This design comes from an exercise in tuning for small area on the open sky130 flow, not from production work. RTL that was checked went through simulation tests only; none was proved equivalent to the original. Power figures rest on the tool's default switching activity, not on a simulated workload.

== JK ==
==> flow/design.v (excerpt) <==
module wblsm_core (
    input  wire        clk,
    input  wire        rst,
    input  wire [31:0] prog_len,
    output wire [31:0] prog_addr,
    input  wire [31:0] prog_data,
    output wire [1:0]  status,
    output wire [2:0]  cause,
    output wire [31:0] result,
    output wire [4:0]  depth
);
Size: roughly 2300 cells after synthesis, ~1400 flip-flops, about 140 I/O pins.
export LEC_CHECK = 0
export CAP_MARGIN = 20
export CORE_MARGIN = 2
export CORE_UTILIZATION = 65
export CTS_BUF_LIST = sky130_fd_sc_hd__clkbuf_8
export CTS_CLUSTER_DIAMETER = 50
export CTS_CLUSTER_SIZE = 20
export PLACE_DENSITY = 0.75
export SLEW_MARGIN = 20
create_clock -name core_clock -period 12.0 [get_ports {clk}]
standard.sh (not shown) runs the stock make flow with config.mk's settings and CLKGATE_MAP_FILE= SYNTH_SCRIPT=/design/flow/synth_recipe.tcl, a recipe that flattens the netlist after the stock synthesis.
==> flow/flow/run.sh <==
#!/bin/bash
# The standard layout (the standard.sh, unchanged synthesis), with
# sky130_fd_sc_hd__buf_1 as the cell that buffers the ports.
set -euo pipefail
export BUFFER_PORTS_ARGS="-buffer_cell sky130_fd_sc_hd__buf_1"
bash standard.sh > standard.log 2>&1
Input-level comparison between MS and JK:
--- a/flow/design.v
+++ b/flow/design.v
@@ -2,25 +2,25 @@
     input  wire        clk,
     input  wire        rst,
     input  wire [31:0] prog_len,
     output wire [31:0] prog_addr,
     input  wire [31:0] prog_data,
     output wire [1:0]  status,
     output wire [2:0]  cause,
     output wire [31:0] result,
     output wire [4:0]  depth
 );
     reg [4:0] ph;
     reg       init;
-    reg       zA;            
+    reg       zD, zQ;        
     reg [1:0] status_q;
     reg [2:0] cause_q;
     reg [4:0] sp;
     reg [3:0] fp;
     reg [1:0] stage;
     reg [4:0] cur;           
     reg [4:0] nx;
     reg       eqT, eqR;
     reg [3:0] bt;            
     reg       c_q, ic_q;
     reg       dirty;
     reg [31:0] D, Q, IP, R, B;
@@ -107,51 +107,51 @@
     wire jE    = s0 & aJMP;
     wire cE    = s0 & aCALL;
     wire rE    = s0 & aRET;
     wire rPop  = s1 & aRET;
     wire ctlF  = (s1 & (aJMP | aCALL)) | (s2 & aRET);
     wire lc    = aLC;
     wire popx  = aPOP | jE | cE | rPop | w3;
     wire arith = aADD | aSUB;
     wire lpop  = popx | arith | w2 | wb;
     wire single = s0 & ~(aLOAD | aWRITE | aJMP | aCALL | aRET | aMD);
     wire fetch  = run & (single | ldP2 | wb | w3 | ctlF);
     wire Ale60  = (A <= 6'd60);
-    wire Dzero  = zA & (A == 6'd0);
-    wire fMEM = (ldP1 | w1) & ~(zA & Ale60);
+    wire Dzero  = zD & (A == 6'd0);
+    wire fMEM = (ldP1 & ~(zD & Ale60)) | (w1 & ~(zQ & Ale60));
     wire fSTK = lc & (sp == 5'd16);
     wire fFRM = cE & (fp == 4'd8);
     wire fDZ  = s0 & isdiv & Dzero;
     wire fault = fMEM | fSTK | fFRM | fDZ;
     wire haltnow = run & ph0 & s0 & (isEND | opPANIC | fault);
     wire dshift = ~halted & ~haltnow & ~(iter | (w1 & early));
     wire selQ = (popx & ~sp1) | arith | (wb & aDIV);
     wire selT = ldP2;
     wire rtap = R[{A[1:0], 3'b000}];
     wire selR = wb & ~aDIV;
     wire enB  = ~(init | lc | popx | ldP2 | dup | wb) | (wb & aMOD & Rs);
     wire sub  = aSUB;
     wire cin0 = aSUB | (lc & opLC1);
     wire sA = (selQ & Q0) | (selR & R0) | (selT & rtap) | (dup & dupbit & (~ph0 | dupok));
     wire sB = (D0 & enB) ^ sub;
     wire cu = ph0 ? cin0 : c_q;
     wire sum = sA ^ sB ^ cu;
     wire cnext = (sA & sB) | (sA & cu) | (sB & cu);
     wire        dv   = opDIV | opMOD;
     wire        bq   = Q[31];
     wire        abit = dv & bq;
     wire        m    = dv | bq;
     wire        dsub = dv & (ph0 | ~Rs);
     wire [32:0] Xop  = {R, abit};
-    wire [32:0] Yop  = {dsub, (D | {32{dsub}}) & ~({32{dsub}} & D) & ({32{m}} | {32{dsub}})};
+    wire [32:0] Yop  = {dsub, (D & {32{m}}) ^ {32{dsub}}};
     wire [20:0] cc;
     wire [33:20] c0, c1;
     assign cc[0] = dsub;
     assign c0[20] = 1'b0;
     assign c1[20] = 1'b1;
     generate
         for (g = 0; g < 20; g = g + 1) begin : rca
             assign cc[g+1] = (Xop[g] & Yop[g]) | (cc[g] & (Xop[g] ^ Yop[g]));
         end
         for (g = 20; g < 33; g = g + 1) begin : csa
             assign c0[g+1] = (Xop[g] & Yop[g]) | (c0[g] & (Xop[g] ^ Yop[g]));
             assign c1[g+1] = (Xop[g] & Yop[g]) | (c1[g] & (Xop[g] ^ Yop[g]));
@@ -161,25 +161,25 @@
     wire        qbit = ~S33[32];
     wire        early = (ph[4:3] < A[1:0]);
     wire [3:0]  midx  = A[5:2] + {3'd0, early};
     wire [15:0] msel;
     generate
         for (g = 0; g < 16; g = g + 1) begin : ms
             assign msel[g] = (midx == g);
         end
     endgenerate
     wire membit = Mo[midx];
     wire [15:0] ent = {1'b0, Lo, Q0};
     wire [4:0]  spm1 = sp - 5'd1;
-    wire dupok  = zA & (A[5:4] == 2'd0) & ({1'b0, A[3:0]} < spm1);
+    wire dupok  = zD & (A[5:4] == 2'd0) & ({1'b0, A[3:0]} < spm1);
     wire dupbit = ent[A[3:0]];
     wire icu = ph0 | ic_q;
     wire incbit = IP0 ^ icu;
     wire ip_in = init ? 1'b0 :
                  fetch ? incbit :
                  (jE | cE) ? (eqT ? IP0 : D0) :
                  rE ? (eqR ? IP0 : Fo[0]) :
                  IP0;
     reg  ge_q;
     wire plb  = prog_len[ph];
     wire geu  = ph0 | ge_q;
     wire gen  = (IP0 & ~plb) | (~(IP0 ^ plb) & geu);
@@ -260,25 +260,26 @@
                     stage <= spgtb ? 2'd1 : 2'd2;
                 end else begin
                     stage <= stage + 2'd1;
                 end
             end
         end
     end
     always @(posedge clk) begin
         if (fetch) begin
             if (ph1) nx <= {isop, prog_data[3:0]};
             if (ph31) A <= (nx == 5'b10001) ? Q[6:1] : D[6:1];
             else if (ph0 & dup & ~dupok) A[3:0] <= 4'hF;
-            zA <= (ph0 | zA) & ((ph < 5'd6) | ~((nx == 5'b10001) ? Qin : sum));
+            zD <= (ph0 | zD) & ((ph < 5'd6) | ~sum);
+            zQ <= (ph0 | zQ) & ((ph < 5'd6) | ~Qin);
             ge_q <= gen;
             eqT <= (ph0 | eqT) & (sum == IP0);
             eqR <= (ph0 | eqR) & (Fo[0] == IP0);
             if (ph[4:2] == fpm1[2:0]) bt <= {B0, bt[3:1]};
         end
     end
     assign prog_addr = IP;
     assign status    = status_q;
     assign cause     = cause_q;
     assign result    = D;
     assign depth     = sp;
 endmodule
Results
Between JK and MS, the flow reports first-iteration DRC count increasing by a little under 10%. Delta (MS minus JK): count of clock-buffer cells in the layout +about 2%, die area ~0 delta, utilization of the core after routing ~0 delta, data arrival at the endpoint of the critical path -0.33 ns, remaining max-slew budget at the tightest pin -9.1 points. MS -> JK: flip-flop and latch count flat. Cmp MS vs JK: depth of the worst register-to-register path lower in MS. For sequential share of layout area, MS and JK come out practically identical. ~same leakage power of the design in MS and JK.
For JK, only the layout was checked, not whether the RTL still works.

---

Setup of run 1:
The RTL this note starts from:
==> flow/design.v <==
module wblsm_core (
    input  wire        clk,
    input  wire        rst,
    input  wire [31:0] prog_len,
    output wire [31:0] prog_addr,
    input  wire [31:0] prog_data,
    output wire [1:0]  status,
    output wire [2:0]  cause,
    output wire [31:0] result,
    output wire [4:0]  depth
);
    reg [4:0] ph;
    reg       init;
    reg       zA;            
    reg       halted;        
    reg [4:0] sp;
    reg [3:0] fp;
    reg [1:0] stage;
    reg [4:0] cur;           
    reg [4:0] nx;
    reg       eqT, eqR;
    reg       c_q, ic_q;
    reg       dirty;
    reg [31:0] D, Q, IP, R, B;
    reg        Rs;
    reg [32*14-1:0] L;       
    reg [32*8-1:0]  F;       
    reg [32*16-1:0] M;       
    reg [5:0]       A;       
    wire [3:0]      bt = A[3:0];
    wire ph0 = (ph == 5'd0);
    wire ph1 = (ph == 5'd1);
    wire ph31 = (ph == 5'd31);
    wire run = ~init & ~halted;
    wire D0 = D[0];
    wire Q0 = Q[0];
    wire IP0 = IP[0];
    wire R0 = R[0];
    wire B0 = B[0];
    wire [13:0] Lo;
    wire [7:0]  Fo;
    wire [15:0] Mo;
    genvar g;
    generate
        for (g = 0; g < 14; g = g + 1) begin : lo
            assign Lo[g] = L[32*g];
        end
        for (g = 0; g < 8; g = g + 1) begin : fo
            assign Fo[g] = F[32*g];
        end
        for (g = 0; g < 16; g = g + 1) begin : mo
            assign Mo[g] = M[32*g];
        end
    endgenerate
    wire       V  = cur[4];
    wire [3:0] OP = cur[3:0];
    wire opLOAD  = V & (OP == 4'd0);
    wire opWRITE = V & (OP == 4'd1);
    wire opLC0   = V & (OP == 4'd2);
    wire opLC1   = V & (OP == 4'd3);
    wire opDUP   = V & (OP == 4'd4);
    wire opPOP   = V & (OP == 4'd5);
    wire opJMP   = V & (OP == 4'd6);
    wire opCALL  = V & (OP == 4'd7);
    wire opRET   = V & (OP == 4'd8);
    wire opPANIC = V & (OP == 4'd9);
    wire opADD   = V & (OP == 4'd10);
    wire opSUB   = V & (OP == 4'd11);
    wire opMUL   = V & (OP == 4'd12);
    wire opDIV   = V & (OP == 4'd13);
    wire opMOD   = V & (OP == 4'd14);
    wire isEND   = V & (OP == 4'd15);
    wire s0 = (stage == 2'd0);
    wire s1 = (stage == 2'd1);
    wire s2 = (stage == 2'd2);
    wire has1 = (sp != 5'd0);
    wire has2 = (sp[4:1] != 4'd0);
    wire sp1  = (sp == 5'd1);
    wire aLOAD  = opLOAD  & (~s0 | has1);
    wire aWRITE = opWRITE & (~s0 | has2);
    wire aLC    = opLC0 | opLC1;
    wire aDUP   = opDUP   & (~s0 | has1);
    wire aPOP   = opPOP   & has1;
    wire aJMP   = opJMP   & (~s0 | has1);
    wire aCALL  = opCALL  & (~s0 | has1);
    wire aRET   = opRET   & (~s0 | (fp != 4'd0));
    wire aADD   = opADD   & has2;
    wire aSUB   = opSUB   & has2;
    wire aMUL   = opMUL   & (~s0 | has2);
    wire aDIV   = opDIV   & (~s0 | has2);
    wire aMOD   = opMOD   & (~s0 | has2);
    wire aMD    = aMUL | aDIV | aMOD;
    wire isdiv  = aDIV | aMOD;
    wire [4:0] spn = s1 ? sp - 5'd1 : sp;
    wire spgtb = (spn > {1'b0, bt});
    wire iter  = s0 & aMD & ~dirty;
    wire clrp  = s0 & aMD & dirty;      
    wire wb    = s1 & aMD;
    wire ldP1  = s0 & aLOAD;
    wire ldP2  = s1 & aLOAD;
    wire dup   = aDUP;
    wire w1    = s0 & aWRITE;
    wire w2    = s1 & aWRITE;
    wire w3    = s2 & aWRITE;
    wire jE    = s0 & aJMP;
    wire cE    = s0 & aCALL;
    wire rE    = s0 & aRET;
    wire rPop  = s1 & aRET;
    wire ctlF  = (s1 & (aJMP | aCALL)) | (s2 & aRET);
    wire lc    = aLC;
    wire popx  = aPOP | jE | cE | rPop | w3;
    wire arith = aADD | aSUB;
    wire lpop  = popx | arith | w2 | wb;
    wire single = s0 & ~(aLOAD | aWRITE | aJMP | aCALL | aRET | aMD);
    wire fetch  = run & (single | ldP2 | wb | w3 | ctlF);
    wire Ale60  = (A <= 6'd60);
    wire Dzero  = zA & (A == 6'd0);
    wire fMEM = (ldP1 | w1) & ~(zA & Ale60);
    wire fSTK = lc & (sp == 5'd16);
    wire fFRM = cE & (fp == 4'd8);
    wire fDZ  = s0 & isdiv & Dzero;
    wire fault = fMEM | fSTK | fFRM | fDZ;
    wire haltnow = run & ph0 & s0 & (isEND | opPANIC | fault);
    wire dshift = ~halted & ~haltnow & ~(iter | (w1 & early));
    wire selQ = (popx & ~sp1) | arith | (wb & aDIV);
    wire selT = ldP2;
    wire rtap = R[{A[1:0], 3'b000}];
    wire selR = wb & ~aDIV;
    wire enB  = ~(init | lc | popx | ldP2 | dup | wb) | (wb & aMOD & Rs);
    wire sub  = aSUB;
    wire cin0 = aSUB | (lc & opLC1);
    wire sA = (selQ & Q0) | (selR & R0) | (selT & rtap) | (dup & dupbit & (~ph0 | dupok));
    wire sB = (D0 & enB) ^ sub;
    wire cu = ph0 ? cin0 : c_q;
    wire sum = sA ^ sB ^ cu;
    wire cnext = (sA & sB) | (sA & cu) | (sB & cu);
    wire        dv   = opDIV | opMOD;
    wire        bq   = Q[31];
    wire        abit = dv & bq;
    wire        m    = dv | bq;
    wire        dsub = dv & (ph0 | ~Rs);
    wire [32:0] Xop  = {R, abit};
    wire [32:0] Yop  = {dsub, (D | {32{dsub}}) & ~({32{dsub}} & D) & ({32{m}} | {32{dsub}})};
    wire [20:0] cc;
    wire [33:20] c0, c1;
    assign cc[0] = dsub;
    assign c0[20] = 1'b0;
    assign c1[20] = 1'b1;
    generate
        for (g = 0; g < 20; g = g + 1) begin : rca
            assign cc[g+1] = (Xop[g] & Yop[g]) | (cc[g] & (Xop[g] ^ Yop[g]));
        end
        for (g = 20; g < 33; g = g + 1) begin : csa
            assign c0[g+1] = (Xop[g] & Yop[g]) | (c0[g] & (Xop[g] ^ Yop[g]));
            assign c1[g+1] = (Xop[g] & Yop[g]) | (c1[g] & (Xop[g] ^ Yop[g]));
        end
    endgenerate
    wire [32:0] S33  = Xop ^ Yop ^ {cc[20] ? c1[32:20] : c0[32:20], cc[19:0]};
    wire        qbit = ~S33[32];
    wire        early = (ph[4:3] < A[1:0]);
    wire [3:0]  midx  = A[5:2] + {3'd0, early};
    wire [15:0] msel;
    generate
        for (g = 0; g < 16; g = g + 1) begin : ms
            assign msel[g] = (midx == g);
        end
    endgenerate
    wire membit = Mo[midx];
    wire [15:0] ent = {1'b0, Lo, Q0};
    wire [4:0]  spm1 = sp - 5'd1;
    wire dupok  = zA & (A[5:4] == 2'd0) & ({1'b0, A[3:0]} < spm1);
    wire dupbit = ent[A[3:0]];
    wire icu = ph0 | ic_q;
    wire incbit = IP0 ^ icu;
    wire ip_in = init ? 1'b0 :
                 fetch ? incbit :
                 (jE | cE) ? (eqT ? IP0 : D0) :
                 rE ? (eqR ? IP0 : Fo[0]) :
                 IP0;
    reg  ge_q;
    wire plb  = prog_len[ph];
    wire geu  = ph0 | ge_q;
    wire gen  = (IP0 & ~plb) | (~(IP0 ^ plb) & geu);
    wire isop = (prog_data[31:4] == 28'd0) & (prog_data[3:0] != 4'hF);
    wire ph03 = (ph[4:2] == 3'd0);
    wire B_in = cE ? (ph03 ? spm1[ph[1:0]] : bt[0]) : rE ? B[4] : B0;
    wire Qin = lc ? D0 : lpop ? Lo[0] : Q0;
    wire rin = (ldP1 & membit) | (ldP2 & R0);
    always @(posedge clk) begin
        if (dshift) D <= {sum, D[31:1]};
        if (iter) Q <= {Q[30:0], qbit};
        else      Q <= {Qin, Q[31:1]};
        if (iter) begin
            R  <= S33[31:0];
            Rs <= S33[32];
        end else begin
            R  <= {rin, R[31:1]};
            Rs <= (wb & aMOD) ? Rs : 1'b0;
        end
        IP <= {ip_in, IP[31:1]};
        B  <= {B_in, B[31:1]};
        c_q  <= cnext;
        ic_q <= IP0 & icu;
    end
    generate
        for (g = 0; g < 14; g = g + 1) begin : lst
            wire prev = (g == 0) ? Q0 : Lo[(g == 0) ? 0 : g - 1];
            wire next = (g == 13) ? Lo[13] : Lo[(g == 13) ? 13 : g + 1];
            wire lin = lc ? prev : lpop ? next : Lo[g];
            always @(posedge clk) L[32*g +: 32] <= {lin, L[32*g+1 +: 31]};
        end
        for (g = 0; g < 8; g = g + 1) begin : fst
            wire prev = (g == 0) ? IP0 : Fo[(g == 0) ? 0 : g - 1];
            wire next = (g == 7) ? Fo[7] : Fo[(g == 7) ? 7 : g + 1];
            wire fin = cE ? prev : rE ? next : Fo[g];
            always @(posedge clk) F[32*g +: 32] <= {fin, F[32*g+1 +: 31]};
        end
        for (g = 0; g < 16; g = g + 1) begin : mst
            wire we  = init | (w2 & msel[g]);
            wire min = we ? (D0 & ~init) : Mo[g];
            always @(posedge clk) M[32*g +: 32] <= {min, M[32*g+1 +: 31]};
        end
    endgenerate
    always @(posedge clk) begin
        if (rst) begin
            ph       <= 5'd0;
            init     <= 1'b1;
            halted   <= 1'b0;
            sp       <= 5'd0;
            fp       <= 4'd0;
            stage    <= 2'd0;
            cur      <= 5'd0;
        end else begin
            ph <= ph + 5'd1;
            if (haltnow) begin
                halted <= 1'b1;
            end
            if (init & ph31) init <= 1'b0;
            if (ph31) dirty <= run & ldP2;
            if (run & ph31) begin
                if (lc) sp <= sp + 5'd1;
                else if (lpop) sp <= sp - 5'd1;
                if (cE) fp <= fp + 4'd1;
                else if (rE) fp <= fp - 4'd1;
                if (fetch) begin
                    stage <= 2'd0;
                    cur   <= gen ? 5'b11111 : nx;
                end else if (clrp) begin
                    stage <= 2'd0;
                end else if (aRET) begin
                    stage <= spgtb ? 2'd1 : 2'd2;
                end else begin
                    stage <= stage + 2'd1;
                end
            end
        end
    end
    always @(posedge clk) begin
        if (cE | (rE & ph03)) A[3:0] <= {B0, A[3:1]};
        if (fetch) begin
            if (ph1) nx <= {isop, prog_data[3:0]};
            if (ph31) A <= (nx == 5'b10001) ? Q[6:1] : D[6:1];
            else if (ph0 & dup & ~dupok) A[3:0] <= 4'hF;
            zA <= (ph0 | zA) & ((ph < 5'd6) | ~((nx == 5'b10001) ? Qin : sum));
            ge_q <= gen;
            eqT <= (ph0 | eqT) & (sum == IP0);
            eqR <= (ph0 | eqR) & (Fo[0] == IP0);
        end
    end
    assign prog_addr = IP;
    assign status    = ~halted ? 2'd0 : isEND ? 2'd1 : opPANIC ? 2'd2 : 2'd3;
    assign cause     = ~halted ? 3'd0 : (opDIV | opMOD) ? 3'd1 : (opLOAD | opWRITE) ? 3'd2 :
                       (opLC0 | opLC1) ? 3'd3 : opCALL ? 3'd4 : 3'd0;
    assign result    = D;
    assign depth     = sp;
endmodule
==> flow/config.mk <==
export PLATFORM = sky130hd
export DESIGN_NAME = wblsm_core
export DESIGN_NICKNAME = wblsm_core
export VERILOG_FILES = /design/flow/design.v
export SDC_FILE = /design/flow/constraint.sdc
export NUM_CORES = 8
export LEC_CHECK = 0
export CAP_MARGIN = 20
export CORE_MARGIN = 2
export CORE_UTILIZATION = 65
export CTS_BUF_LIST = sky130_fd_sc_hd__clkbuf_8
export CTS_CLUSTER_DIAMETER = 50
export CTS_CLUSTER_SIZE = 20
export PLACE_DENSITY = 0.75
export SLEW_MARGIN = 20
==> flow/constraint.sdc <==
create_clock -name core_clock -period 12.0 [get_ports {clk}]
set_input_delay 2.4000 -clock core_clock [delete_from_list [all_inputs] [get_ports {clk}]]
set_output_delay 2.4000 -clock core_clock [all_outputs]
set_load 0.01 [all_outputs]
==> flow/flow/run.sh <==
#!/bin/bash
# The standard layout (the standard.sh, unchanged synthesis), with
# sky130_fd_sc_hd__buf_1 as the port buffers and no dummy clock loads.
set -euo pipefail
export BUFFER_PORTS_ARGS="-buffer_cell sky130_fd_sc_hd__buf_1"
export CTS_ARGS="-sink_clustering_enable -repair_clock_nets -sink_clustering_size 20 -sink_clustering_max_diameter 50 -buf_list sky130_fd_sc_hd__clkbuf_8 -dont_use_dummy_load"
bash standard.sh > standard.log 2>&1
Run 1 completed every stage of the flow, and the final layout passed the timing, DRC and antenna checks.
### run 1 -> run 2
-- flow/design.v --
<<< run 1, line 13
    reg       init;
    reg       zA;            
    reg       halted;        
    reg [4:0] sp;
    reg [3:0] fp;
>>> run 2, line 13
    reg       init;
    reg       zA;            
    reg [1:0] status_q;
    reg [2:0] cause_q;
    reg [4:0] sp;
    reg [3:0] fp;
<<< run 1, line 20
    reg [4:0] nx;
    reg       eqT, eqR;
    reg       c_q, ic_q;
    reg       dirty;
>>> run 2, line 21
    reg [4:0] nx;
    reg       eqT, eqR;
    reg [3:0] bt;            
    reg       c_q, ic_q;
    reg       dirty;
<<< run 1, line 28
    reg [32*16-1:0] M;       
    reg [5:0]       A;       
    wire [3:0]      bt = A[3:0];
    wire ph0 = (ph == 5'd0);
    wire ph1 = (ph == 5'd1);
    wire ph31 = (ph == 5'd31);
    wire run = ~init & ~halted;
    wire D0 = D[0];
>>> run 2, line 30
    reg [32*16-1:0] M;       
    reg [5:0]       A;       
    wire ph0 = (ph == 5'd0);
    wire ph1 = (ph == 5'd1);
    wire ph31 = (ph == 5'd31);
    wire halted = (status_q != 2'd0);
    wire run = ~init & ~halted;
    wire D0 = D[0];
<<< run 1, line 200
        IP <= {ip_in, IP[31:1]};
        B  <= {B_in, B[31:1]};
        c_q  <= cnext;
        ic_q <= IP0 & icu;
>>> run 2, line 202
        IP <= {ip_in, IP[31:1]};
        B  <= {B_in, B[31:1]};
        if (cE | (rE & ph03)) bt <= {B0, bt[3:1]};
        c_q  <= cnext;
        ic_q <= IP0 & icu;
<<< run 1, line 226
            ph       <= 5'd0;
            init     <= 1'b1;
            halted   <= 1'b0;
            sp       <= 5'd0;
            fp       <= 4'd0;
>>> run 2, line 229
            ph       <= 5'd0;
            init     <= 1'b1;
            status_q <= 2'd0;
            cause_q  <= 3'd0;
            sp       <= 5'd0;
            fp       <= 4'd0;
<<< run 1, line 234
            ph <= ph + 5'd1;
            if (haltnow) begin
                halted <= 1'b1;
            end
            if (init & ph31) init <= 1'b0;
>>> run 2, line 238
            ph <= ph + 5'd1;
            if (haltnow) begin
                if (isEND) status_q <= 2'd1;
                else if (opPANIC) status_q <= 2'd2;
                else begin
                    status_q <= 2'd3;
                    cause_q  <= fDZ ? 3'd1 : fMEM ? 3'd2 : fSTK ? 3'd3 : 3'd4;
                end
            end
            if (init & ph31) init <= 1'b0;
<<< run 1, line 257
    end
    always @(posedge clk) begin
        if (cE | (rE & ph03)) A[3:0] <= {B0, A[3:1]};
        if (fetch) begin
            if (ph1) nx <= {isop, prog_data[3:0]};
>>> run 2, line 266
    end
    always @(posedge clk) begin
        if (fetch) begin
            if (ph1) nx <= {isop, prog_data[3:0]};
<<< run 1, line 269
    end
    assign prog_addr = IP;
    assign status    = ~halted ? 2'd0 : isEND ? 2'd1 : opPANIC ? 2'd2 : 2'd3;
    assign cause     = ~halted ? 3'd0 : (opDIV | opMOD) ? 3'd1 : (opLOAD | opWRITE) ? 3'd2 :
                       (opLC0 | opLC1) ? 3'd3 : opCALL ? 3'd4 : 3'd0;
    assign result    = D;
    assign depth     = sp;
>>> run 2, line 277
    end
    assign prog_addr = IP;
    assign status    = status_q;
    assign cause     = cause_q;
    assign result    = D;
    assign depth     = sp;
Findings:
- Run 2 vs run 1: synthesized cell count up slightly
- The share of synthesized cell area in and, or, nand and nor gates of run 2 is higher than that of run 1.
- Status: total power draw parity (run 1, run 2)
- On final area, run 1 tracks run 2 almost exactly.
- Between run 2 and run 1, it is run 2 whose number of clock-tree buffers in the layout is lower, by 2.
- Compared to run 1, run 2 shows a wider setup margin.
- Going from run 1 to run 2, wire length of the first global-routing pass shrinks by 1600 µm.
- Of the two values seen for source of the critical timing path, ph[4] was produced by run 2 and ph[3] by run 1.
- Routability congestion estimate from global placement went down by a few percent going from run 1 to run 2.
- On die area, run 2 tracks run 1 almost exactly.
- Looking at total track usage across run 2 and run 1, the one that comes out lower is run 2.
- Between run 1 and run 2, the met3 routed wirelength does not differ in any meaningful way.
The RTL of run 1 was laid out without a check of its function.

==> what the ideal ports hide <==
In the flow no input, the clock included, has a driving cell. The finished layouts below were timed again as built, in two steps.
Step 1 assumes that a clkbuf_16 drives the clock port and a buf_2 every other input.
Step 2 moves the port delays by t, midway between the first and last clock arrival at a register: inputs arrive t later, outputs are due t later. That takes back most of the time a late clock gives input paths.
a / b / c = ideal ports / drivers / drivers and shift; a / b = the first two.
run	t, ns	setup slack, ns	hold WS [ns]	worst data-port slew with drivers (ns)
JK	0.756	0.424 / 0.424 / 0.424	0.307 / 0.307 / 0.307	0.06
MS	0.738	0.736 / 0.736 / 0.736	0.322 / 0.322 / 0.322	0.04
run 1	0.724	0.474 / 0.474 / 0.474	0.269 / 0.269 / 0.269	0.09
run 2	0.726	0.548 / 0.548 / 0.548	0.279 / 0.279 / 0.279	0.05
After both steps setup and hold are still met in every run listed.
